Background: an optimization exercise with open tools, aiming at small area, a short achievable clock period and few clock cycles. Do not read the settings as production practice. Where RTL was checked, it was by simulation tests only, not by an equivalence proof against the original. The RTL of run 1 was laid out without a check of its function. Power and IR drop assume default switching activity.

File: flow/design.v
module lcdc (
    input  wire        clk,
    input  wire        rst,       
    input  wire        req,
    input  wire        we,
    input  wire [17:0] addr,
    input  wire [31:0] wdata,
    input  wire [3:0]  wstrb,
    output reg         rsp,
    output reg         rsp_err,
    output reg  [31:0] rdata
);
    localparam BUF_BYTES = 32;
    localparam NB        = 8 * BUF_BYTES;    
    localparam PAT_MAX   = 32;
    localparam OP_CONFIGURE     = 4'h1;
    localparam OP_DECODE_BYTES  = 4'h2;
    localparam OP_DECODE_BITS   = 4'h3;
    localparam OP_BYTES_TO_BITS = 4'h4;
    localparam OP_BITS_TO_BYTES = 4'h5;
    localparam OP_INT_TO_BITS   = 4'h6;
    localparam OP_BITS_TO_INT   = 4'h7;
    localparam E_CONFIG   = 3'h1;
    localparam E_ENCODING = 3'h2;
    localparam E_ILLEGAL  = 3'h3;
    localparam E_RANGE    = 3'h4;
    localparam E_NOTCFG   = 3'h5;
    localparam E_LOCKED   = 3'h6;
    reg [31:0] cmd_q;
    reg        busy, done, pad, cfg_valid;
    reg [2:0]  err_code;                  
    reg [31:0] in_len_q, in_nbits_q, arg_q, result_q;
    reg [8:0]  out_nbits_q;               
    reg [31:0] one_pat_q, zero_pat_q;
    reg [5:0]  one_len_q, zero_len_q;
    reg [NB-1:0] in_vec;
    reg [NB-1:0] out_vec;
    reg [8:0]  ecur;      
    reg [8:0]  rem;       
    reg [8:0]  k;         
    reg [2:0]  widx;      
    reg        sub;       
    reg        ph;        
    reg        s_hit_q;   
    reg [7:0]  ob;        
    reg [15:0] wr;        
    wire [3:0] op    = cmd_q[3:0];
    wire       inv   = cmd_q[4];
    wire       rev   = cmd_q[5];
    wire [5:0] width = cmd_q[13:8];
    wire err = err_code != 3'h0;
    wire [8:0] out_nb_p7 = out_nbits_q + 9'd7;
    wire [5:0] out_len = out_nb_p7[8:3];
    wire [1:0]  region = addr[17:16];
    wire [15:0] off    = addr[15:0];
    wire misaligned = addr[1:0] != 2'b00;
    wire hi_zero    = off[15:6] == 10'h0;
    wire is_reg     = region == 2'd0 && hi_zero && off[5:2] < 4'd14;
    wire is_in      = region == 2'd1 && hi_zero && !off[5];
    wire is_out     = region == 2'd2 && hi_zero && !off[5];
    wire mapped     = is_reg || is_in || is_out;
    wire [3:0] word = off[5:2];    
    wire reg_ro     = is_reg && (word == 4'd1 || word == 4'd5 || word == 4'd6 ||
                                 word == 4'd7 || word == 4'd12 || word == 4'd13);
    wire reg_lock   = is_reg && (word >= 4'd8 && word <= 4'd11);
    wire wr_bad = busy || wstrb != 4'hF || reg_ro || is_out || (reg_lock && cfg_valid);
    wire bad    = misaligned || !mapped || (we && wr_bad);
    wire wr_ok  = req && we && !bad;
    wire issue  = req && we && addr == 18'h0 && wstrb == 4'hF && !busy;
    reg [31:0] rd_val;
    always @(*) begin
        rd_val = 32'h0;
        if (is_reg) begin
            case (word)
                4'd0:  rd_val = cmd_q;
                4'd1:  rd_val = {20'h0, 1'b0, err_code, 3'b000, cfg_valid, pad, err, done, busy};
                4'd2:  rd_val = in_len_q;
                4'd3:  rd_val = in_nbits_q;
                4'd4:  rd_val = arg_q;
                4'd5:  rd_val = result_q;
                4'd6:  rd_val = {26'h0, out_len};
                4'd7:  rd_val = {23'h0, out_nbits_q};
                4'd8:  rd_val = one_pat_q;
                4'd9:  rd_val = {26'h0, one_len_q};
                4'd10: rd_val = zero_pat_q;
                4'd11: rd_val = {26'h0, zero_len_q};
                4'd12: rd_val = BUF_BYTES;
                4'd13: rd_val = PAT_MAX;
                default: rd_val = 32'h0;
            endcase
        end else if (is_in) begin
            rd_val = in_vec[NB-1-32*off[4:2] -: 32];
        end else if (is_out) begin
            rd_val = out_vec[NB-1-32*off[4:2] -: 32];
        end
    end
    always @(posedge clk) begin
        if (rst) begin
            rsp     <= 1'b0;
            rsp_err <= 1'b0;
            rdata   <= 32'h0;
        end else begin
            rsp     <= req;
            rsp_err <= req && bad;
            rdata   <= (req && !we && !bad) ? rd_val : 32'h0;
        end
    end
    genvar gw;
    generate
        for (gw = 0; gw < 8; gw = gw + 1) begin : g_in
            always @(posedge clk) begin
                if (req && we && !busy && wstrb == 4'hF && addr[17:5] == 13'h0800 &&
                    addr[4:2] == gw && addr[1:0] == 2'b00)
                    in_vec[NB-1-32*gw -: 32] <= wdata;
            end
        end
    endgenerate
    wire [5:0]  c_width   = wdata[13:8];
    wire [3:0]  c_op      = wdata[3:0];
    wire        c_inv     = wdata[4];
    wire        c_rev     = wdata[5];
    wire [31:0] lowmask_w = c_width[5] ? 32'hFFFF_FFFF : ~(32'hFFFF_FFFF << c_width[4:0]);
    reg        legal;
    reg [2:0]  chk_issue;      
    always @(*) begin
        legal = 1'b0;
        if (wdata[7:6] == 2'b00 && wdata[31:14] == 18'h0) begin
            case (c_op)
                OP_CONFIGURE, OP_DECODE_BYTES, OP_DECODE_BITS,
                OP_BYTES_TO_BITS, OP_BITS_TO_BYTES:
                    legal = !c_inv && !c_rev && c_width == 6'd0;
                OP_INT_TO_BITS: legal = !c_inv && !c_rev;
                OP_BITS_TO_INT: legal = c_width == 6'd0;
                default:        legal = 1'b0;
            endcase
        end
        chk_issue = 3'h0;
        if (!legal)
            chk_issue = E_ILLEGAL;
        else begin
            case (c_op)
                OP_CONFIGURE:
                    if (cfg_valid)
                        chk_issue = E_LOCKED;
                    else if (one_len_q == 6'd0 || one_len_q > PAT_MAX ||
                             zero_len_q == 6'd0 || zero_len_q > PAT_MAX)
                        chk_issue = E_CONFIG;
                OP_DECODE_BYTES:
                    if (!cfg_valid)                chk_issue = E_NOTCFG;
                    else if (in_len_q > BUF_BYTES) chk_issue = E_RANGE;
                OP_DECODE_BITS:
                    if (!cfg_valid)                chk_issue = E_NOTCFG;
                    else if (in_nbits_q > NB)      chk_issue = E_RANGE;
                OP_BYTES_TO_BITS:
                    if (in_len_q > BUF_BYTES)      chk_issue = E_RANGE;
                OP_BITS_TO_BYTES:
                    if (in_nbits_q > NB)           chk_issue = E_RANGE;
                OP_BITS_TO_INT:
                    if (in_nbits_q > 32)           chk_issue = E_RANGE;
                OP_INT_TO_BITS:
                    if ((arg_q & ~lowmask_w) != 32'h0)
                        chk_issue = E_ENCODING;
                default: ;
            endcase
        end
    end
    reg [2:0]  chk_code;
    always @(posedge clk)
        if (issue) chk_code <= chk_issue;
    wire is_dec  = op == OP_DECODE_BYTES || op == OP_DECODE_BITS;
    wire is_word = op == OP_BYTES_TO_BITS || op == OP_BITS_TO_BYTES || op == OP_INT_TO_BITS;
    reg  [8:0] n;
    always @(*) begin
        case (op)
            OP_DECODE_BYTES, OP_BYTES_TO_BITS: n = {in_len_q[5:0], 3'b000};
            OP_INT_TO_BITS:                    n = {3'b000, width};
            default:                           n = in_nbits_q[8:0];
        endcase
    end
    reg  [8:0] n_issue;
    always @(*) begin
        case (wdata[3:0])
            OP_DECODE_BYTES, OP_BYTES_TO_BITS: n_issue = {in_len_q[5:0], 3'b000};
            OP_INT_TO_BITS:                    n_issue = {3'b000, wdata[13:8]};
            default:                           n_issue = in_nbits_q[8:0];
        endcase
    end
    wire [255:0] src;    
    genvar gi;
    generate
        for (gi = 0; gi < 256; gi = gi + 1) begin : g_src
            if (gi < 32)
                assign src[gi] = (op == OP_INT_TO_BITS) ? arg_q[31-gi] : in_vec[NB-1-gi];
            else
                assign src[gi] = in_vec[NB-1-gi];
        end
    endgenerate
    wire [158:0] r7;
    wire [94:0]  r6;
    wire [62:0]  r5;
    wire [46:0]  r4;
    wire [38:0]  r3;
    wire [34:0]  r2;
    wire [32:0]  r1;
    wire [31:0]  win;
    generate
        for (gi = 0; gi < 159; gi = gi + 1) begin : g_r7
            assign r7[gi] = ecur[7] ? src[(gi + 128) % 256] : src[gi];
        end
        for (gi = 0; gi < 95; gi = gi + 1) begin : g_r6
            assign r6[gi] = ecur[6] ? r7[gi + 64] : r7[gi];
        end
        for (gi = 0; gi < 63; gi = gi + 1) begin : g_r5
            assign r5[gi] = ecur[5] ? r6[gi + 32] : r6[gi];
        end
        for (gi = 0; gi < 47; gi = gi + 1) begin : g_r4
            assign r4[gi] = ecur[4] ? r5[gi + 16] : r5[gi];
        end
        for (gi = 0; gi < 39; gi = gi + 1) begin : g_r3
            assign r3[gi] = ecur[3] ? r4[gi + 8] : r4[gi];
        end
        for (gi = 0; gi < 35; gi = gi + 1) begin : g_r2
            assign r2[gi] = ecur[2] ? r3[gi + 4] : r3[gi];
        end
        for (gi = 0; gi < 33; gi = gi + 1) begin : g_r1
            assign r1[gi] = ecur[1] ? r2[gi + 2] : r2[gi];
        end
        for (gi = 0; gi < 32; gi = gi + 1) begin : g_r0
            assign win[gi] = ecur[0] ? r1[gi + 1] : r1[gi];
        end
    endgenerate
    wire [31:0] wint;
    generate
        for (gi = 0; gi < 32; gi = gi + 1) begin : g_wint
            assign wint[31-gi] = win[gi];
        end
    endgenerate
    reg  [5:0]  lm_len;
    wire [31:0] lowmask = lm_len[5] ? 32'hFFFF_FFFF : ~(32'hFFFF_FFFF << lm_len[4:0]);
    wire       wlast = rem <= 9'd32;
    wire [5:0] hi = wlast ? rem[5:0] : 6'd32;
    wire [4:0] lo = (op == OP_INT_TO_BITS && widx == 3'd0 && width[5]) ? width[4:0] : 5'd0;
    wire [31:0] keep_hi = hi[5] ? 32'hFFFF_FFFF : ~(32'hFFFF_FFFF >> hi[4:0]);
    wire [31:0] keep_lo = 32'hFFFF_FFFF >> lo;
    wire [31:0] word_data = wint & keep_hi & keep_lo;
    reg [31:0] wrev;
    integer j;
    always @(*) begin
        for (j = 0; j < 32; j = j + 1)
            wrev[j] = wint[31-j];
    end
    wire [31:0] toint = ((rev ? wrev : wint) & lowmask) ^ (inv ? lowmask : 32'h0);
    function [3:0] soff(input integer s, input integer a, input [1:0] u1, input [1:0] u0);
        soff = a * u1 + (s - a) * u0;
    endfunction
    reg       fast;
    reg [1:0] q1, q0;          
    reg [3:0] p1, p0;          
    reg [2:0] so2_1;           
    reg [3:0] so3_0, so3_1, so3_2, so3_3;    
    reg [3:0] so4_1, so4_3;                  
    always @(posedge clk) begin : g_cfg
        integer t;
        fast <= one_len_q <= 6'd4 && zero_len_q <= 6'd4;
        q1   <= one_len_q[1:0] - 2'd1;
        q0   <= zero_len_q[1:0] - 2'd1;
        so2_1 <= soff(2, 1, one_len_q[1:0] - 2'd1, zero_len_q[1:0] - 2'd1);
        so3_0 <= soff(3, 0, one_len_q[1:0] - 2'd1, zero_len_q[1:0] - 2'd1);
        so3_1 <= soff(3, 1, one_len_q[1:0] - 2'd1, zero_len_q[1:0] - 2'd1);
        so3_2 <= soff(3, 2, one_len_q[1:0] - 2'd1, zero_len_q[1:0] - 2'd1);
        so3_3 <= soff(3, 3, one_len_q[1:0] - 2'd1, zero_len_q[1:0] - 2'd1);
        so4_1 <= soff(4, 1, one_len_q[1:0] - 2'd1, zero_len_q[1:0] - 2'd1);
        so4_3 <= soff(4, 3, one_len_q[1:0] - 2'd1, zero_len_q[1:0] - 2'd1);
        for (t = 0; t < 4; t = t + 1) begin
            p1[t] <= one_pat_q[(one_len_q[1:0] - 2'd1 - t) & 2'h3];
            p0[t] <= zero_pat_q[(zero_len_q[1:0] - 2'd1 - t) & 2'h3];
        end
    end
    wire [5:0]  s_len  = sub ? zero_len_q : one_len_q;
    wire [31:0] s_pat  = sub ? zero_pat_q : one_pat_q;
    wire        s_hit  = {3'b000, s_len} <= rem && (((wint ^ s_pat) & lowmask) == 32'h0);
    always @(*) begin
        if (op == OP_BITS_TO_INT) lm_len = in_nbits_q[5:0];
        else                      lm_len = s_len;
    end
    reg  [15:0] vld;                             
    reg [3:0] m1, m0;
    always @(*) begin
        for (j = 0; j < 4; j = j + 1) begin
            m1[j] = j <= q1;
            m0[j] = j <= q0;
        end
    end
    reg [12:0] pm1, pm0;
    integer x, b;
    always @(*) begin
        for (x = 0; x < 13; x = x + 1) begin
            pm1[x] = 1'b1;
            pm0[x] = 1'b1;
            for (b = 0; b < 4; b = b + 1) begin
                if (m1[b] && !(vld[x+b] && wr[x+b] == p1[b])) pm1[x] = 1'b0;
                if (m0[b] && !(vld[x+b] && wr[x+b] == p0[b])) pm0[x] = 1'b0;
            end
        end
    end
    function [3:0] rsoff(input integer s, input integer a);
        case (s * 8 + a)
            8:  rsoff = {2'b00, q0};
            9:  rsoff = {2'b00, q1};
            16: rsoff = {1'b0, q0, 1'b0};
            17: rsoff = {1'b0, so2_1};
            18: rsoff = {1'b0, q1, 1'b0};
            24: rsoff = so3_0;
            25: rsoff = so3_1;
            26: rsoff = so3_2;
            27: rsoff = so3_3;
            32: rsoff = {q0, 2'b00};
            33: rsoff = so4_1;
            34: rsoff = {so2_1, 1'b0};
            35: rsoff = so4_3;
            36: rsoff = {q1, 2'b00};
            default: rsoff = 4'd0;
        endcase
    endfunction
    reg [4:0] alive [0:4];
    reg [3:0] obits;
    reg [3:0] okv;
    reg       h1, h0, t1, t0;
    integer s, a, o;
    always @(*) begin
        for (s = 0; s < 5; s = s + 1) alive[s] = 5'b0;
        alive[0][0] = 1'b1;
        obits = 4'b0;
        for (s = 0; s < 4; s = s + 1) begin
            for (a = 0; a <= s; a = a + 1) begin
                t1 = 1'b0;
                t0 = 1'b0;
                for (o = 0; o <= 3 * s; o = o + 1) begin
                    if (rsoff(s, a) == o) begin
                        t1 = pm1[s + o];
                        t0 = pm0[s + o];
                    end
                end
                h1 = t1;
                h0 = !t1 && t0;
                if (alive[s][a] && h1) begin
                    alive[s+1][a+1] = 1'b1;
                    obits[3-s] = 1'b1;
                end
                if (alive[s][a] && h0)
                    alive[s+1][a] = 1'b1;
            end
        end
        for (s = 0; s < 4; s = s + 1)
            okv[s] = alive[s+1] != 5'b0;
    end
    wire [1:0] cnt = okv[2] ? 2'd3 : okv[1] ? 2'd2 : okv[0] ? 2'd1 : 2'd0;    
    reg [3:0]  adv4;      
    reg [8:0]  f_ecur, f_rem, ra;
    reg [15:0] f_vld;
    always @(*) begin
        adv4   = 4'd0;
        f_ecur = 9'd0;
        f_rem  = 9'd0;
        f_vld  = 16'd0;
        for (a = 0; a < 5; a = a + 1) begin
            ra = rem - 9'd4 - {5'b0, rsoff(4, a)};
            if (alive[4][a]) begin
                adv4   = adv4 | rsoff(4, a);
                f_ecur = f_ecur | (ecur + 9'd4 + {5'b0, rsoff(4, a)});
                f_rem  = f_rem | ra;
            end
        end
    end
    wire [31:0] cat = {win[31:16], wr};         
    wire [27:0] cat4 = cat[31:4];
    wire [15:0] f_wr = cat4 >> adv4;
    wire [7:0] ob_base = (k[2:0] == 3'd0) ? 8'h00 : ob;
    reg  [7:0] new_byte;
    always @(*) begin
        new_byte = ob_base;
        if (fast) begin
            if (k[2]) new_byte[3:0] = obits;
            else      new_byte[7:4] = obits;
        end else if (s_hit_q) begin
            new_byte[7 - k[2:0]] = !sub;
        end
    end
    wire        run_ok = busy && chk_code == 3'h0;
    wire        wr_en  = run_ok && ((is_dec && !k[8] && (fast || ph)) || is_word);
    wire [2:0]  wr_w   = is_dec ? k[7:5] : widx;
    wire [3:0]  wr_b   = is_dec ? (4'b1000 >> k[4:3]) : 4'b1111;
    wire [31:0] wr_d   = is_dec ? {4{new_byte}} : word_data;
    always @(posedge clk) begin
        if (wr_en) begin : w_out
            integer i, q;
            for (i = 0; i < 8; i = i + 1)
                for (q = 0; q < 4; q = q + 1)
                    if (wr_w == i[2:0] && wr_b[3-q])
                        out_vec[NB-1-32*i-8*q -: 8] <= wr_d[31-8*q -: 8];
        end
    end
    reg [8:0] ecur0;
    always @(*) begin
        case (wdata[3:0])
            OP_INT_TO_BITS: ecur0 = 9'd32 - {3'b000, wdata[13:8]};
            OP_BITS_TO_INT: ecur0 = wdata[5] ? 9'd0 : in_nbits_q[8:0] - 9'd32;
            OP_DECODE_BYTES, OP_DECODE_BITS:
                            ecur0 = fast ? 9'd0 : {3'b000, one_len_q} - 9'd32;
            default:        ecur0 = 9'd0;
        endcase
    end
    always @(posedge clk) begin
        if (issue) begin
            ecur <= ecur0;
            rem  <= n_issue;
            k    <= 9'd0;
            widx <= 3'd0;
            sub  <= 1'b0;
            ph   <= 1'b0;
            for (j = 0; j < 16; j = j + 1) begin
                wr[j]  <= in_vec[NB-1-j];
                vld[j] <= n_issue > j;
            end
        end else if (busy) begin
            if (is_word) begin
                ecur <= ecur + 9'd32;
                rem  <= rem - 9'd32;
                widx <= widx + 3'd1;
            end else if (fast) begin
                ecur <= f_ecur;
                rem  <= f_rem;
                for (j = 0; j < 16; j = j + 1)
                    vld[j] <= f_rem > j;
                wr   <= f_wr;
                k    <= k + 9'd4;
                ob   <= new_byte;
            end else if (!ph) begin
                s_hit_q <= s_hit;
                ph      <= 1'b1;
            end else begin
                ph <= 1'b0;
                ob <= new_byte;
                if (s_hit_q) begin
                    ecur <= ecur + {3'b000, one_len_q};
                    rem  <= rem - {3'b000, s_len};
                    k    <= k + 9'd1;
                    sub  <= 1'b0;
                end else begin
                    ecur <= ecur + {3'b000, zero_len_q} - {3'b000, one_len_q};
                    sub  <= 1'b1;
                end
            end
        end
    end
    always @(posedge clk) begin
        if (rst) begin
            cmd_q       <= 32'h0;
            busy        <= 1'b0;
            done        <= 1'b0;
            pad         <= 1'b0;
            cfg_valid   <= 1'b0;
            err_code    <= 3'h0;
            in_len_q    <= 32'h0;
            in_nbits_q  <= 32'h0;
            arg_q       <= 32'h0;
            result_q    <= 32'h0;
            out_nbits_q <= 9'h0;
            one_pat_q   <= 32'h0;
            zero_pat_q  <= 32'h0;
            one_len_q   <= 6'h0;
            zero_len_q  <= 6'h0;
        end else begin
            if (req && we && !busy && wstrb == 4'hF && addr[17:6] == 12'h0 &&
                addr[1:0] == 2'b00 && !(word[3] && cfg_valid)) begin
                case (word)
                    4'd2:  in_len_q   <= wdata;
                    4'd3:  in_nbits_q <= wdata;
                    4'd4:  arg_q      <= wdata;
                    4'd8:  one_pat_q  <= wdata;
                    4'd9:  one_len_q  <= wdata[5:0];
                    4'd10: zero_pat_q <= wdata;
                    4'd11: zero_len_q <= wdata[5:0];
                    default: ;
                endcase
            end
            if (issue) begin
                cmd_q    <= wdata;
                busy     <= 1'b1;
                done     <= 1'b0;
                pad      <= 1'b0;
                err_code <= 3'h0;
            end
            if (busy) begin
                if (chk_code != 3'h0) begin
                    err_code <= chk_code;
                    done     <= 1'b1;
                    busy     <= 1'b0;
                end else begin
                    case (op)
                        OP_CONFIGURE: begin
                            cfg_valid <= 1'b1;
                            done      <= 1'b1;
                            busy      <= 1'b0;
                        end
                        OP_BITS_TO_INT: begin
                            result_q <= toint;
                            done     <= 1'b1;
                            busy     <= 1'b0;
                        end
                        OP_BYTES_TO_BITS, OP_BITS_TO_BYTES, OP_INT_TO_BITS: begin
                            if (wlast) begin
                                out_nbits_q <= n;
                                pad         <= (op == OP_BITS_TO_BYTES) && n[2:0] != 3'd0;
                                done        <= 1'b1;
                                busy        <= 1'b0;
                            end
                        end
                        default: begin    
                            if (fast ? !okv[3] : (ph && sub && !s_hit_q)) begin
                                out_nbits_q <= fast ? {k[8:2], cnt} : k;
                                pad         <= (op == OP_DECODE_BYTES) &&
                                               (fast ? (cnt != 2'd0 || k[2]) : k[2:0] != 3'd0);
                                done        <= 1'b1;
                                busy        <= 1'b0;
                            end
                        end
                    endcase
                end
            end
        end
    end
endmodule
File: flow/flow/run.sh
#!/bin/bash
# The standard layout, with the timing repair aiming 6 ns below the clock
# period (config.mk's SETUP_SLACK_MARGIN stops at 5).  Synthesis, placement,
# CTS and routing are the standard ones.
set -euo pipefail
echo "export SETUP_SLACK_MARGIN = 6" >> config.mk
bash standard.sh > standard.log 2>&1
File: flow/standard.sh
#!/bin/bash
# synth_recipe.tcl (not shown) runs the flow's synth.tcl, then flattens the netlist and writes it again
# the make line also repeats each setting of config.mk as NAME=value (left out here)
make -C /OpenROAD-flow-scripts/flow DESIGN_CONFIG=/design/flow/config.mk WORK_HOME=/design/flow/orfs CLKGATE_MAP_FILE= SYNTH_SCRIPT=/design/flow/synth_recipe.tcl "${@:-finish}"
File: flow/config.mk
export PLATFORM = sky130hd
export DESIGN_NAME = lcdc
export DESIGN_NICKNAME = lcdc
export VERILOG_FILES = /design/flow/design.v
export SDC_FILE = /design/flow/constraint.sdc
export NUM_CORES = 4
export LEC_CHECK = 0
export CAP_MARGIN = 20
export CORE_MARGIN = 2
export CORE_UTILIZATION = 40
export CTS_BUF_LIST = sky130_fd_sc_hd__clkbuf_4 sky130_fd_sc_hd__clkbuf_8
export SLEW_MARGIN = 20
export SETUP_SLACK_MARGIN = 6
File: flow/constraint.sdc
create_clock -name core_clock -period 10.0 [get_ports {clk}]
set_input_delay 2.0000 -clock core_clock [delete_from_list [all_inputs] [get_ports {clk}]]
set_output_delay 2.0000 -clock core_clock [all_outputs]
set_load 0.01 [all_outputs]
==> reports/summary.md, run 1 <==
Timing analysis after detailed placement gives a worst setup slack of 2.98 ns. For this run, the number of standard cells in the final layout without fillers is 8481. The run finished with no timing, DRC or antenna violations. The final critical path takes up 44.4% of the cycle. Synthesis produced 6035 cells. The share of synthesized area in the top cell type comes to 30.1%. The critical path goes through buf_6, buf_12, buf_8, buf_16, nor3b_1, a211o_1, o21a_1, buf_4, mux2_4, mux4_2, nor2b_4, nor4_4, nand2_1, a21oi_2, a21oi_2, a211oi_2, a211oi_2, nor3_2.

The area enclosed by the die boundary is 0.146 mm^2. The top cell types in the final layout, fill and taps aside, are sky130_fd_sc_hd__nand2_1, sky130_fd_sc_hd__edfxtp_1, sky130_fd_sc_hd__a21oi_1. Global routing consumed, on the met3 layer, 11.2% of the routing resources. The clock passes through at most 3 buffers.

At the later pin of the worst-skew pair, clock insertion delay measures 0.99 ns. The congestion estimate from routability-driven global placement came to 1.07. The fraction of the yosys area taken by sequential cells was 41.8%.

The growth of design area from synthesis to finish was 28.4%. Headroom to the max-slew limit came out at 16.7%. The summed instance area of the synthesized netlist is 0.0571 mm^2, and the number of nets produced by synthesis is 6198. The number of remaining DRC errors is 0, and the first-iteration detailed-routing DRC count is 9369. For the net count reported at finish, the log shows 6617. The HPWL after detailed placement is 181000 um. The kind of end point of the critical path is a register. Of all nets on the critical path, the largest fanout is 6. The min-delay analysis places its worst path in the category register to register.

The number of global-route vias before repair was 52900; the number of vias per cell was 6.74. The overall overflow remaining after global route came out at 0. A synthesized cell averages 9.46 um^2.

The synthesized netlist devotes 20.0% of its cell area to compound gates. The vias after detailed routing was 57200. The synthesized netlist devotes 3.94% of its cell area to XOR and XNOR gates. The clock tree synthesis step divided the H-tree into 4 levels. Synthesis instantiated 125 different standard cells from the library. The share of the core filled with cells in the final layout was 51.8%; the count of final max-slew check failures was 0. For met1 alone, demand over resource in global routing was 45.4%. The overall global routing resource usage was 36.1%; the final critical-path required period was 4.44 ns. Cell count after placement: 7686. The library cell used most frequently in the layout, excluding fill and tap cells, is sky130_fd_sc_hd__nand2_1. In this run the worst setup path begins at ecur[7].

Summing internal, switching and leakage power gives 8.31 mW. Clock tree synthesis found a total of 907 sinks. Counting flops with a built-in enable in the synthesized netlist gives 573. In the final routed layout, each cell accounts on average for 33.5 um. TritonCTS built the clock tree. After clock tree synthesis, the clock-pin slew on the worst setup and hold paths is 0.06 ns. The critical path in this run is classified as register to register. The global routing stage identified its most utilized layer as met2. On the critical path the largest part of the delay comes from compound AO/OA/AOI/OAI gates. In this run the tool buffered the top-level ports with 91 buffer cells. The data required time at the worst endpoint came out at 10.76 ns.

The largest single stage delay on the critical path is 0.50 ns. Setup repair after global routing could not meet its margin everywhere. The final hold violation count came out at 0. In the post-synthesis netlist, the biggest area contributors are sky130_fd_sc_hd__edfxtp_1, sky130_fd_sc_hd__dfxtp_1, sky130_fd_sc_hd__mux2i_1. The logs give 0.0611 ns for the final worst clock skew and 26.2 nW for the static power due to leakage. The slowest stage of the critical path belongs to the cell sky130_fd_sc_hd__mux4_2. The worst path setup slack after routing is 5.56 ns. The pin count of the biggest net entering global routing is 103.

Total detailed-routing wirelength: 284000 um. The tree is rooted in a sky130_fd_sc_hd__clkbuf_8. The critical path contains buffers and inverters numbering 5 combined.

In this run the critical register-to-register path is launched from ecur[7]. Based on the critical path, the design can be clocked at up to 225 MHz. The run gives 0 as the number of hold-repair buffers added at the cts stage. The most used flip-flop cell after synthesis is sky130_fd_sc_hd__edfxtp_1.

The die height works out to 382 um. Of the total synthesized cell area, the portion taken by AND, OR, NAND and NOR gates is 15.4%. 92 I/O pins were placed.

The width of the die is 382 um, and the total clock buffers created by CTS is 160. The share of cell area taken by muxes after synthesis is 11.4%, and the proportion of layout cells with a drive suffix above 1 is 27.7%. The register bit count reported by yosys came out at 907. The largest total area in the synthesized netlist belongs to sky130_fd_sc_hd__edfxtp_1.

The tools report the data arrival time of the worst path as 5.20 ns. The count of nets left with antenna violations once routing finished came out at 0. The dominant combinational cell family by area after synthesis is compound AO/OA/AOI/OAI gates.

The worst hold path begins at cmd_q[23]. At the pin with the least slew margin, the transition time is 1.25 ns. The tools report the placed instance area as 0.0597 mm^2.

The accumulated negative setup slack was 0 ns. The tools report the global routing met2 resource utilization as 53.4%. Once the floorplan was initialized, standard cells occupied 40.3% of the core. The first global-routing pass estimated 385000 um of wire. The finished cells cover 0.0733 mm^2. The ratio of total power to cell area is 113 mW/mm^2, and the minimum hold slack is 0.451 ns. The share of async-settable or async-resettable flops after synthesis came out at 0%. The worst-case IR drop observed on VDD is 0.000147 V. For the number of antenna violations at the first check in global routing, the log shows 13. The cell row count came out at 138.

The final count of negative-setup-slack endpoints was 0; the detailed-routing iteration count for the pre-antenna-repair pass was 10. Number of violations of the max-capacitance limit: 0. STA classifies the critical path startpoint as a register. The yosys synthesis warning count was 2; the area of the placeable core was 0.142 mm^2. After Yosys synthesis, full adders, half adders and majority gates account for 2.59% of the synthesized area.
-- sequential cells by signal (all words and copies together) (netlist names), 8 cells and up --
| name | cells |
|---|---|
| in_vec | 256 |
| out_vec | 256 |
| arg_q | 32 |
| cmd_q | 32 |
| in_len_q | 32 |
| in_nbits_q | 32 |
| one_pat_q | 32 |
| rdata | 32 |
| result_q | 32 |
| zero_pat_q | 32 |
| vld | 16 |
| wr | 16 |
| k | 9 |
| out_nbits_q | 9 |
| rem | 9 |
| ecur | 8 |
| ob | 8 |
-- worst register-to-register path, cell delays in order, from the launching register on --
cell	delay (ns)
sky130_fd_sc_hd__edfxtp_1	0.43
sky130_fd_sc_hd__buf_6	0.15
sky130_fd_sc_hd__buf_12	0.15
sky130_fd_sc_hd__buf_8	0.16
sky130_fd_sc_hd__buf_16	0.15
sky130_fd_sc_hd__nor3b_1	0.14
sky130_fd_sc_hd__a211o_1	0.27
sky130_fd_sc_hd__o21a_1	0.25
sky130_fd_sc_hd__buf_4	0.15
sky130_fd_sc_hd__mux2_4	0.29
sky130_fd_sc_hd__mux4_2	0.50
sky130_fd_sc_hd__nor2b_4	0.15
sky130_fd_sc_hd__nor4_4	0.35
sky130_fd_sc_hd__nand2_1	0.17
sky130_fd_sc_hd__a21oi_2	0.21
sky130_fd_sc_hd__a21oi_2	0.07
sky130_fd_sc_hd__a211oi_2	0.30
sky130_fd_sc_hd__a211oi_2	0.09
sky130_fd_sc_hd__nor3_2	0.25
-- Yosys cell counts, types with 57 or more instances --
library cell,instances
sky130_fd_sc_hd__a22oi_1,181
sky130_fd_sc_hd__a211oi_1,72
sky130_fd_sc_hd__nand3_1,138
sky130_fd_sc_hd__mux2_2,79
sky130_fd_sc_hd__a21oi_1,609
sky130_fd_sc_hd__o22ai_1,80
sky130_fd_sc_hd__dfxtp_1,334
sky130_fd_sc_hd__mux2i_1,319
sky130_fd_sc_hd__mux4_2,107
sky130_fd_sc_hd__edfxtp_1,573
sky130_fd_sc_hd__buf_2,67
sky130_fd_sc_hd__o21ai_0,272
sky130_fd_sc_hd__xnor2_1,204
sky130_fd_sc_hd__nor2_1,447
sky130_fd_sc_hd__ha_1,84
sky130_fd_sc_hd__nor3_1,99
sky130_fd_sc_hd__inv_1,125
sky130_fd_sc_hd__nand2_1,820
sky130_fd_sc_hd__o211ai_1,57
sky130_fd_sc_hd__clkbuf_1,309
-- where the power goes --
group          total, mW  internal, mW  switching, mW  leakage [nW]
Clock               3.82          2.04           1.78          1.86
Sequential          3.95          3.95       0.000103          7.84
Combinational      0.539         0.171          0.368          16.5
Total               8.31          6.16           2.15          26.2
-- what timing repair did --
action / 4_1_cts / 5_1_grt
pin swaps: 152 / 135
cloned: 33 / 22
setup endpoints to repair: 822 / 678
setup buffers: 304 / 137
resized for setup: 718 / 411
-- per-layer routing --
layer / vias to the layer above / part of all wire, %
met4: 17 / 8.3
met5: - / 0.18
met2: 4641 / 42
met1: 27800 / 36
li1: 23500 / -
met3: 1258 / 14
-- cells by family (layout without fill, tap and decap cells) --
group           count (synthesis)  after routing
simple gates                 1893           1901
compound gates               1750           1754
flops                         907            907
buf+inv                       619           1157
mux                           506            506
xor+xnor                      254            254
fa+ha+maj                     106            106
other cells                     0              6
-- final timing paths --
kind / end / slack (ns) / depth (start not counted)
min reg2reg: cmd_q[23] / 0.45 / 2
max reg2reg: wr[6] / 5.56 / 18
max: wr[6] / 5.56 / 18
min: cmd_q[23] / 0.45 / 2
-- final cells by class --
class,count,area [um^2]
Antenna cell,6,15.0
Clock buffer,234,2910
Clock inverter,59,577
Fill cell,12700,68300
Inverter,135,626
Multi-Input combinational cell,4521,34800
Sequential cell,907,23900
Tap cell,1890,2360
Timing Repair Buffer,726,8000
Timing Repair inverter,3,35.0
==> inputs of run 2 (changes only) <==
--- a/flow/design.v
+++ b/flow/design.v
@@ -41,7 +41,8 @@
     reg [2:0]  widx;      
     reg        sub;       
     reg        ph;        
-    reg        s_hit_q;   
+    reg [3:0]  s_part_q;  
+    reg        s_fit_q;   
     reg [7:0]  ob;        
     reg [15:0] wr;        
     wire [3:0] op    = cmd_q[3:0];
@@ -278,7 +279,10 @@
     end
     wire [5:0]  s_len  = sub ? zero_len_q : one_len_q;
     wire [31:0] s_pat  = sub ? zero_pat_q : one_pat_q;
-    wire        s_hit  = {3'b000, s_len} <= rem && (((wint ^ s_pat) & lowmask) == 32'h0);
+    wire [31:0] s_neq  = (wint ^ s_pat) & lowmask;
+    wire [3:0]  s_part = {s_neq[31:24] == 8'h0, s_neq[23:16] == 8'h0,
+                          s_neq[15:8] == 8'h0,  s_neq[7:0] == 8'h0};
+    wire        s_hit_q = s_fit_q && s_part_q == 4'hF;
     always @(*) begin
         if (op == OP_BITS_TO_INT) lm_len = in_nbits_q[5:0];
         else                      lm_len = s_len;
@@ -420,7 +424,7 @@
             ph   <= 1'b0;
             for (j = 0; j < 16; j = j + 1) begin
                 wr[j]  <= in_vec[NB-1-j];
-                vld[j] <= n_issue > j;
+                vld[j] <= wdata[0] ? in_nbits_q[8:0] > j : {in_len_q[5:0], 3'b000} > j;
             end
         end else if (busy) begin
             if (is_word) begin
@@ -436,7 +440,8 @@
                 k    <= k + 9'd4;
                 ob   <= new_byte;
             end else if (!ph) begin
-                s_hit_q <= s_hit;
+                s_part_q <= s_part;
+                s_fit_q  <= {3'b000, s_len} <= rem;
                 ph      <= 1'b1;
             end else begin
                 ph <= 1'b0;
==> reports/summary.md, run 2 <==
The run gives 0 (unchanged) as the number of violations of the max-capacitance limit. The run gives 25.9 nW (was 26.2 nW) as the static power due to leakage. Relative contribution of the clock network to total power: 45.1% (was 46.0%).

The fraction of power spent switching nets was 25.4% (was 25.8%). The run gives 56500 (was 57200) as the vias after detailed routing. Starting density of the core: 40.4% (was 40.3%). The tools report the placer's final routability congestion estimate as 1.02 (was 1.07). The most frequent cell after synthesis was sky130_fd_sc_hd__nand2_1 (unchanged). The logs give 9939 (was 9369) for the first-iteration detailed-routing DRC count and 18 (was 13) for the number of antenna violations at the first check in global routing. Number of nets produced by synthesis: 6104 (was 6198). The area of the placeable core is 0.140 mm^2 (was 0.142 mm^2). Cell Chain, Critical Path: buf_12, buf_4, bufbuf_16, nor3b_1, a211o_1, o31a_1, mux2_2, o21a_1, mux2_2, o221ai_2, a21boi_1, buf_6, mux2i_1, or3_1, a31o_1, a21oi_1 (was buf_6, buf_12, buf_8, buf_16, nor3b_1, a211o_1, o21a_1, buf_4, mux2_4, mux4_2, nor2b_4, nor4_4, nand2_1, a21oi_2, a21oi_2, a211oi_2, a211oi_2, nor3_2).

The run gives 117 (was 125) as the post-synthesis cell type count. The top-level I/O count is 92 (unchanged). The run gives 10.76 ns (about the same) as the data required time at the worst endpoint. The number of nets still failing antenna checks after routing is 0 (unchanged). The run gives 37.6% (was 36.1%) as the overall global routing resource usage.

The fill cell instance count of the final layout was 12600 (was 12700); the count of flip-flops with a built-in enable after synthesis was 577 (was 573). Yosys synthesis warning count: 2 (unchanged). By instance count, the cell type seen most on the critical path is sky130_fd_sc_hd__mux2_2.

The final critical-path required period works out to 4.44 ns (about the same). The number of vias per cell is 6.72 (was 6.74). The register bit count reported by yosys is 911 (was 907). The cell with the largest stage delay on the worst path was sky130_fd_sc_hd__edfxtp_1 (was sky130_fd_sc_hd__mux4_2). Final count of negative-setup-slack endpoints: 0 (unchanged). The number of global-route vias before repair is 51100 (was 52900). The proportion of layout cells with a drive suffix above 1 works out to 27.2% (was 27.7%). Root buffer cell: sky130_fd_sc_hd__clkbuf_8 (unchanged).

The flip-flop cell with the highest count after synthesis was sky130_fd_sc_hd__edfxtp_1 (unchanged). The maximum vdd ir drop was 0.000137 V (was 0.000147 V). The type of the worst setup path is register to register (unchanged).

The tools report the element type at the critical path start as a register (unchanged). TritonCTS built the clock tree. The biggest cell delay along the critical path works out to 0.44 ns (was 0.50 ns).

The total detailed-routing wirelength is 289000 um (was 284000 um), and the cell area after layout is 0.0722 mm^2 (was 0.0733 mm^2). The die height works out to 380 um (was 382 um). The clock-pin transition on the worst setup and hold timing paths was 0.06 ns (about the same). The width of the die works out to 380 um (was 382 um). The run gives 48.7% (was 47.5%) as the sequential group share of total power. The fraction of synthesized cell area taken by the top area cell type is 30.7% (was 30.1%), and the total clock buffers created by CTS is 159 (was 160).

Setup repair after global routing could not meet its margin everywhere. The run gives 0 (unchanged) as the count of final max-slew check failures. Largest cells by area after synthesis: sky130_fd_sc_hd__edfxtp_1, sky130_fd_sc_hd__dfxtp_1, sky130_fd_sc_hd__mux2i_1 (unchanged). Top cells by count, synth: sky130_fd_sc_hd__nand2_1, sky130_fd_sc_hd__edfxtp_1, sky130_fd_sc_hd__a21oi_1 (was sky130_fd_sc_hd__nand2_1, sky130_fd_sc_hd__a21oi_1, sky130_fd_sc_hd__edfxtp_1).

The flow ran to the end and the layout has no timing, DRC or antenna violations. The data arrival time of the worst path was 5.20 ns (about the same); the number of input and output port buffers inserted was 91 (unchanged). The run gives 0.456 ns (was 0.451 ns) as the minimum hold slack. The logs give 42.5% (was 41.8%) for the fraction of the yosys area taken by sequential cells and 3 (unchanged) for the clock tree buffer depth. The number of sinks driven by the clock tree is 911 (was 907), and the growth of design area from synthesis to finish is 27.9% (was 28.4%).

The accumulated negative setup slack is 0 ns (unchanged). The run gives 5940 (was 6035) as the instance count of the mapped netlist. The sequential standard cell area was 0.0241 mm^2 (was 0.0239 mm^2); the largest fanout on the critical path was 11 (was 6). The H-tree depth is 4 (unchanged). Most used cells in the layout excluding fill and tap cells: sky130_fd_sc_hd__nand2_1, sky130_fd_sc_hd__edfxtp_1, sky130_fd_sc_hd__a21oi_1 (unchanged).

The area of the multi-input gates came out at 0.0340 mm^2 (was 0.0348 mm^2). The ratio of total power to cell area came out at 113 mW/mm^2 (about the same). The placed wire-length estimate after detailed placement is 186000 um (was 181000 um). The insertion delay to the later sink of the worst-skew pair was 0.97 ns (was 0.99 ns); the period utilization was 44.4% (about the same). The run gives 0.0764 ns (was 0.0611 ns) as the final worst clock skew.

Worst min-delay path category: register to register (unchanged). Summed instance area of the synthesized netlist: 0.0565 mm^2 (was 0.0571 mm^2). Mean cell area of the mapped netlist: 9.51 um^2 (was 9.46 um^2). Top flop regs: in_vec x256, out_vec x256 (unchanged). The normalized max-slew margin is 23.7% (was 16.7%). Most common library cell in the layout ignoring fill and taps: sky130_fd_sc_hd__nand2_1 (unchanged). Pin count of the biggest net entering global routing: 165 (was 103). The cell taking the most area after synthesis was sky130_fd_sc_hd__edfxtp_1 (unchanged).

The share of async-settable or async-resettable flops after synthesis is 0% (unchanged), and the net switching component of the power is 2.07 mW (was 2.15 mW). The tools report the net count reported at finish as 6557 (was 6617). The tools report the cell row count as 137 (was 138).

The tools report the number of remaining DRC errors as 0 (unchanged). The tools report the share of power burned in combinational logic as 6.2% (was 6.5%). The post-detailed-route wirelength per cell was 34.4 um (was 33.5 um).

The detailed-routing iteration count for the pre-antenna-repair pass was 9 (was 10). The wire length of the first global-routing pass came out at 390000 um (was 385000 um). The tools report the kind of end point of the critical path as a register (unchanged). The tools report the maximum clock frequency as 225 MHz (about the same). The tools report the area enclosed by the die boundary as 0.144 mm^2 (was 0.146 mm^2). The slew at the pin closest to its max-slew limit was 1.14 ns (was 1.25 ns). The overall overflow remaining after global route came out at 0 (unchanged). The logs give 0.0593 mm^2 (was 0.0597 mm^2) for the placed instance area and 6.08 mW (was 6.16 mW) for the internal power. The final hold violation count was 0 (unchanged).
run 2: worst paths after layout:
path	from	endpoint	slack, ns	depth (start not counted)
worst max-delay path	ecur[6]	wr[14]	5.56	16
worst min-delay path	cmd_q[6]	cmd_q[6]	0.46	2
worst max register to register	ecur[6]	wr[14]	5.56	16
worst min register to register	cmd_q[6]	cmd_q[6]	0.46	2
run 2: what timing repair did:
action,in CTS,in global routing
resized for setup,625,420
buffers inserted,297,179
hold buffers,0,0
pin swaps,112,158
gates cloned,29,15
setup endpoints to repair,899,655
run 2: layout make-up:
cell class	count	area share, %
antenna	7	0.0242
clock buffer	240	4.08
clock inverter	45	0.509
inverter	114	0.757
multi-input combinational	4445	47.0
sequential	911	33.3
tap	1876	3.25
timing repair buffer	761	11.0
timing repair inverter	1	0.0225
run 2: stage by stage:
stage	worst slack, ns	cells	utilization, %	power [mW]
after detailed placement	3.50	7588	42.4	4.47
after CTS	5.61	8199	49.0	8.11
final	5.56	8400	51.7	8.14
after global routing	5.50	8394	51.6	8.31
after global placement	3.49	7587	42.4	4.47
after floorplan	5.63	5940	-	4.29
run 2: worst max-delay path: cells and delay by family, from the launching register on:
kind	cells	cell delay, ns
AO/OA/AOI/OAI	7	1.63
AND/OR/NAND/NOR	2	0.48
multiplexers	3	0.80
buffers and inverters	4	0.85
flip-flops	1	0.44
run 2: cell families after synthesis:
kind of cell,after synthesis,share of synthesized area (%)
simple gates,1901,15.3
buf+inv,593,4.48
compound gates,1658,19.2
flops,911,42.5
xor+xnor,232,3.64
fa+ha+maj,107,2.64
mux,538,12.2
run 2: power groups by stage:
stage          registers [mW]  clock network, mW  logic (mW)
2_1_floorplan            4.05                  0       0.236
4_1_cts                  3.97               3.68       0.465
6_report                 3.97               3.67       0.504
3_5_place_dp             4.05                  0       0.418
5_1_grt                  3.97               3.83       0.510
3_3_place_gp             4.05                  0       0.417
run 2: per-layer routing:
layer / global-route usage, % / wire length [um] / vias to the layer above
li1: - / - / 23200
met1: 48.7 / 106000 / 27400
met2: 51.9 / 115000 / 4766
met3: 13.9 / 43500 / 1138
met4: 25.1 / 23600 / 10
met5: 0 / 71 / -
Testbench counts of run 2, summed over its fixed seeds: cycles 8,410.
==> inputs of run 3 (changes only) <==
==> flow/run.sh (new file) <==
#!/bin/bash
# synth_recipe.tcl (not shown) runs the flow's synth.tcl, then flattens the netlist and writes it again
# the make line also repeats each setting of config.mk as NAME=value (left out here)
make -C /OpenROAD-flow-scripts/flow DESIGN_CONFIG=/design/flow/config.mk WORK_HOME=/design/flow/orfs CLKGATE_MAP_FILE= SYNTH_SCRIPT=/design/flow/synth_recipe.tcl finish
--- a/flow/config.mk
+++ b/flow/config.mk
@@ -9,5 +9,5 @@
 export CORE_MARGIN = 2
 export CORE_UTILIZATION = 40
 export CTS_BUF_LIST = sky130_fd_sc_hd__clkbuf_4 sky130_fd_sc_hd__clkbuf_8
+export SETUP_SLACK_MARGIN = 5
 export SLEW_MARGIN = 20
-export SETUP_SLACK_MARGIN = 6
removed: flow/flow/run.sh
removed: flow/standard.sh
==> reports/summary.md, run 3 <==
The run finished with no timing, DRC or antenna violations. Number of nets produced by synthesis: 6104 (unchanged). The run gives 0 (unchanged) as the count of final max-slew check failures. The die height was 380 um (unchanged); the data arrival time of the worst path was 5.74 ns (was 5.20 ns). For the clock tree buffer depth, the log shows 3 (unchanged). The run gives 0.000162 V (was 0.000137 V) as the maximum vdd ir drop.

The flip-flop cell with the highest count after synthesis was sky130_fd_sc_hd__edfxtp_1 (unchanged). The final count of negative-setup-slack endpoints was 0 (unchanged). Largest cells by area after synthesis: sky130_fd_sc_hd__edfxtp_1, sky130_fd_sc_hd__dfxtp_1, sky130_fd_sc_hd__mux2i_1 (unchanged).

The placer's final routability congestion estimate is 1.04 (was 1.02). The period utilization works out to 51.3% (was 44.4%). The logs give 0.0565 mm^2 (unchanged) for the summed instance area of the synthesized netlist and 10 (was 9) for the detailed-routing iteration count for the pre-antenna-repair pass.

The number of vias per cell was 6.62 (was 6.72). The share of async-settable or async-resettable flops after synthesis is 0% (unchanged), and the area of the placeable core is 0.140 mm^2 (unchanged). The run gives 6131 (was 6557) as the net count reported at finish. The number of nets still failing antenna checks after routing was 0 (unchanged). Data required time at the worst endpoint: 10.62 ns (was 10.76 ns). The tools report the overall global routing resource usage as 35.2% (was 37.6%). TritonCTS built the clock tree.

The logs give 42.5% (unchanged) for the fraction of the yosys area taken by sequential cells and 7988 (was 8400) for the final non-filler cell total. The cell row count is 137 (unchanged), and the cell area after layout is 0.0643 mm^2 (was 0.0722 mm^2). The count of flip-flops with a built-in enable after synthesis is 577 (unchanged), and the total detailed-routing wirelength is 263000 um (was 289000 um).

The tools report the number of antenna violations at the first check in global routing as 15 (was 18). The ratio of total power to cell area came out at 127 mW/mm^2 (was 113 mW/mm^2). For the number of violations of the max-capacitance limit, the log shows 0 (unchanged). The logs give 40.4% (unchanged) for the starting density of the core and 0.0784 ns (was 0.0764 ns) for the final worst clock skew. Top cells by count, synth: sky130_fd_sc_hd__nand2_1, sky130_fd_sc_hd__edfxtp_1, sky130_fd_sc_hd__a21oi_1 (unchanged). The final critical-path required period works out to 5.13 ns (was 4.44 ns). The most frequent cell after synthesis was sky130_fd_sc_hd__nand2_1 (unchanged).

The slew at the pin closest to its max-slew limit was 1.22 ns (was 1.14 ns); the register bit count reported by yosys was 911 (unchanged). Setup repair after global routing could not meet its margin everywhere. The tools report the root buffer cell as sky130_fd_sc_hd__clkbuf_8 (unchanged). The run gives 18.4% (was 23.7%) as the normalized max-slew margin.

Most used cells in the layout excluding fill and tap cells: sky130_fd_sc_hd__nand2_1, sky130_fd_sc_hd__edfxtp_1, sky130_fd_sc_hd__a21oi_1 (unchanged). The insertion delay to the later sink of the worst-skew pair came out at 0.94 ns (was 0.97 ns). The final hold violation count was 0 (unchanged). Maximum clock frequency: 195 MHz (was 225 MHz). For the placed instance area, the log shows 0.0591 mm^2 (was 0.0593 mm^2). The run gives 2 (unchanged) as the yosys synthesis warning count.

The tools report the H-tree depth as 4 (unchanged). The proportion of layout cells with a drive suffix above 1 was 15.3% (was 27.2%). The run gives 7590 (was 7588) as the cell count after placement.

The number of remaining DRC errors came out at 0 (unchanged). The vias after detailed routing was 52900 (was 56500); the instance count of the mapped netlist was 5940 (unchanged). Top-level I/O count: 92 (unchanged). The element type at the critical path start was a register (unchanged).

The run gives 8193 (was 9939) as the first-iteration detailed-routing DRC count. The logs give 369000 um (was 390000 um) for the wire length of the first global-routing pass and 159 (unchanged) for the total clock buffers created by CTS. The most common library cell in the layout ignoring fill and taps was sky130_fd_sc_hd__nand2_1 (unchanged). The run gives 179000 um (was 186000 um) as the placed wire-length estimate after detailed placement. The largest fanout on the critical path was 59 (was 11). The kind of end point of the critical path was a register (unchanged). The number of sinks driven by the clock tree was 911 (unchanged); the accumulated negative setup slack was 0 ns (unchanged).

The growth of design area from synthesis to finish is 13.8% (was 27.9%), and the post-detailed-route wirelength per cell is 32.9 um (was 34.4 um). Number of input and output port buffers inserted: 91 (unchanged). The post-synthesis cell type count is 117 (unchanged). The cell taking the most area after synthesis is sky130_fd_sc_hd__edfxtp_1 (unchanged).

Fraction of synthesized cell area taken by the top area cell type: 30.7% (unchanged). The clock-pin transition on the worst setup and hold timing paths is 0.06 ns (about the same), and the area enclosed by the die boundary is 0.144 mm^2 (unchanged). The worst min-delay path category was register to register (unchanged). Top flop regs: in_vec x256, out_vec x256 (unchanged). The logs give 99 (was 165) for the pin count of the biggest net entering global routing and 49600 (was 51100) for the number of global-route vias before repair.

For the number of hold-repair buffers added at the cts stage, the log shows 0 (unchanged). The static power due to leakage was 22.5 nW (was 25.9 nW); the width of the die was 380 um (unchanged). Mean cell area of the mapped netlist: 9.51 um^2 (unchanged).

The type of the worst setup path is register to register (unchanged). Overall overflow remaining after global route: 0 (unchanged).
==> run 3: cells by family after synthesis <==
kind of cell / after synthesis / share of synthesized area [%]
AND/OR/NAND/NOR: 1901 / 15.3
AO/OA/AOI/OAI: 1658 / 19.2
flip-flops: 911 / 42.5
buffers and inverters: 593 / 4.48
multiplexers: 538 / 12.2
adder cells (fa/ha/maj): 107 / 2.64
XOR/XNOR: 232 / 3.64
==> run 3: layer usage <==
layer  vias to the layer above  routed length, um  track usage (%)  share of wire (%)
met5                         -                 89                0              0.034
met3                       913              33000             10.6                 13
met4                        12              20700             22.5                7.9
li1                      22300                  -                -                  -
met2                      3906             110000             51.5                 42
met1                     25800              98900             45.1                 38
==> run 3: final cells by class <==
type / instances / area (um^2)
well taps: 1876 / 2350
fillers: 13400 / 75600
clock inverters: 63 / 546
multi-input cells: 4438 / 30800
inverters: 114 / 450
diodes: 11 / 27.5
flip-flops and latches: 911 / 24000
clock buffers: 232 / 2860
repair buffers: 343 / 3230
==> run 3: through the flow <==
step           hold slack (ns)  utilization [%]  setup WS [ns]  power, mW
2_1_floorplan            0.421                -           4.79       4.26
3_3_place_gp             0.440             42.2           2.96       4.48
3_5_place_dp             0.445             42.2           2.99       4.48
4_1_cts                  0.454             45.5           5.00       8.17
5_1_grt                  0.466             45.9           4.92       8.36
6_report                 0.453             45.9           4.87       8.17
==> run 3: final timing paths <==
path,from,end,slack [ns],cells after the start
max,ecur[7],out_vec[150],4.87,12
min,cmd_q[14],cmd_q[14],0.45,2
max reg2reg,ecur[7],out_vec[150],4.87,12
min reg2reg,cmd_q[14],cmd_q[14],0.45,2
==> run 3: worst max-delay path, stage by stage, from the launching register on <==
cell	delay, ns
sky130_fd_sc_hd__edfxtp_1	0.46
sky130_fd_sc_hd__buf_16	0.21
sky130_fd_sc_hd__inv_1	0.35
sky130_fd_sc_hd__buf_6	0.38
sky130_fd_sc_hd__a211oi_1	0.15
sky130_fd_sc_hd__o41ai_2	0.31
sky130_fd_sc_hd__buf_4	0.26
sky130_fd_sc_hd__o22a_2	0.35
sky130_fd_sc_hd__mux2i_1	0.21
sky130_fd_sc_hd__o2bb2ai_1	0.20
sky130_fd_sc_hd__mux2_2	0.35
sky130_fd_sc_hd__mux2i_1	0.77
sky130_fd_sc_hd__a41o_1	0.63
==> run 3: timing repair <==
action / 4_1_cts / 5_1_grt
gates resized for setup: 104 / 64
cloned: 6 / 1
setup buffers: 52 / 33
hold endpoints to repair: 0 / 0
pin swaps: 15 / 9
setup endpoints to repair: 444 / 184
==> run 3: power breakdown <==
| part | switching (mW) | total (mW) | internal [mW] | leakage (nW) |
|---|---|---|---|---|
| sequential | 0.00138 | 3.97 | 3.97 | 7.89 |
| clock | 1.75 | 3.73 | 1.98 | 1.79 |
| combinational | 0.336 | 0.474 | 0.139 | 12.8 |

-- separate check: timing with driven ports --
How much do the figures lean on ideal ports? The routed layouts below were timed once more, with nothing changed but the port constraints.
Step 1 assumes that a clkbuf_16 drives the clock port and a buf_2 every other input.
Step 2 adds t to the input delays and takes it off the output delays; t is the mean of the earliest and latest rising clock arrival at the registers after step 1. Input paths then give back, and output paths get back, about the clock's delay inside the block.
Three values: ideal, step 1, step 2; two values: the first two.
run | t (ns) | setup WS [ns] | worst setup path at the end | clock arrival spread, ns
run 1 | 1.038 | 5.556 / 5.556 / 4.746 | input to register | 0.063 / 0.063
run 2 | 1.017 | 5.562 / 5.562 / 4.651 | input to register | 0.077 / 0.076
run 3 | 0.987 | 4.874 / 4.874 / 3.916 | input to register | 0.078 / 0.079
After both steps setup and hold are still met in every run listed. The setup slack of run 3, which loses most, moves by 0.000 ns with the drivers and by -0.958 ns with both steps.
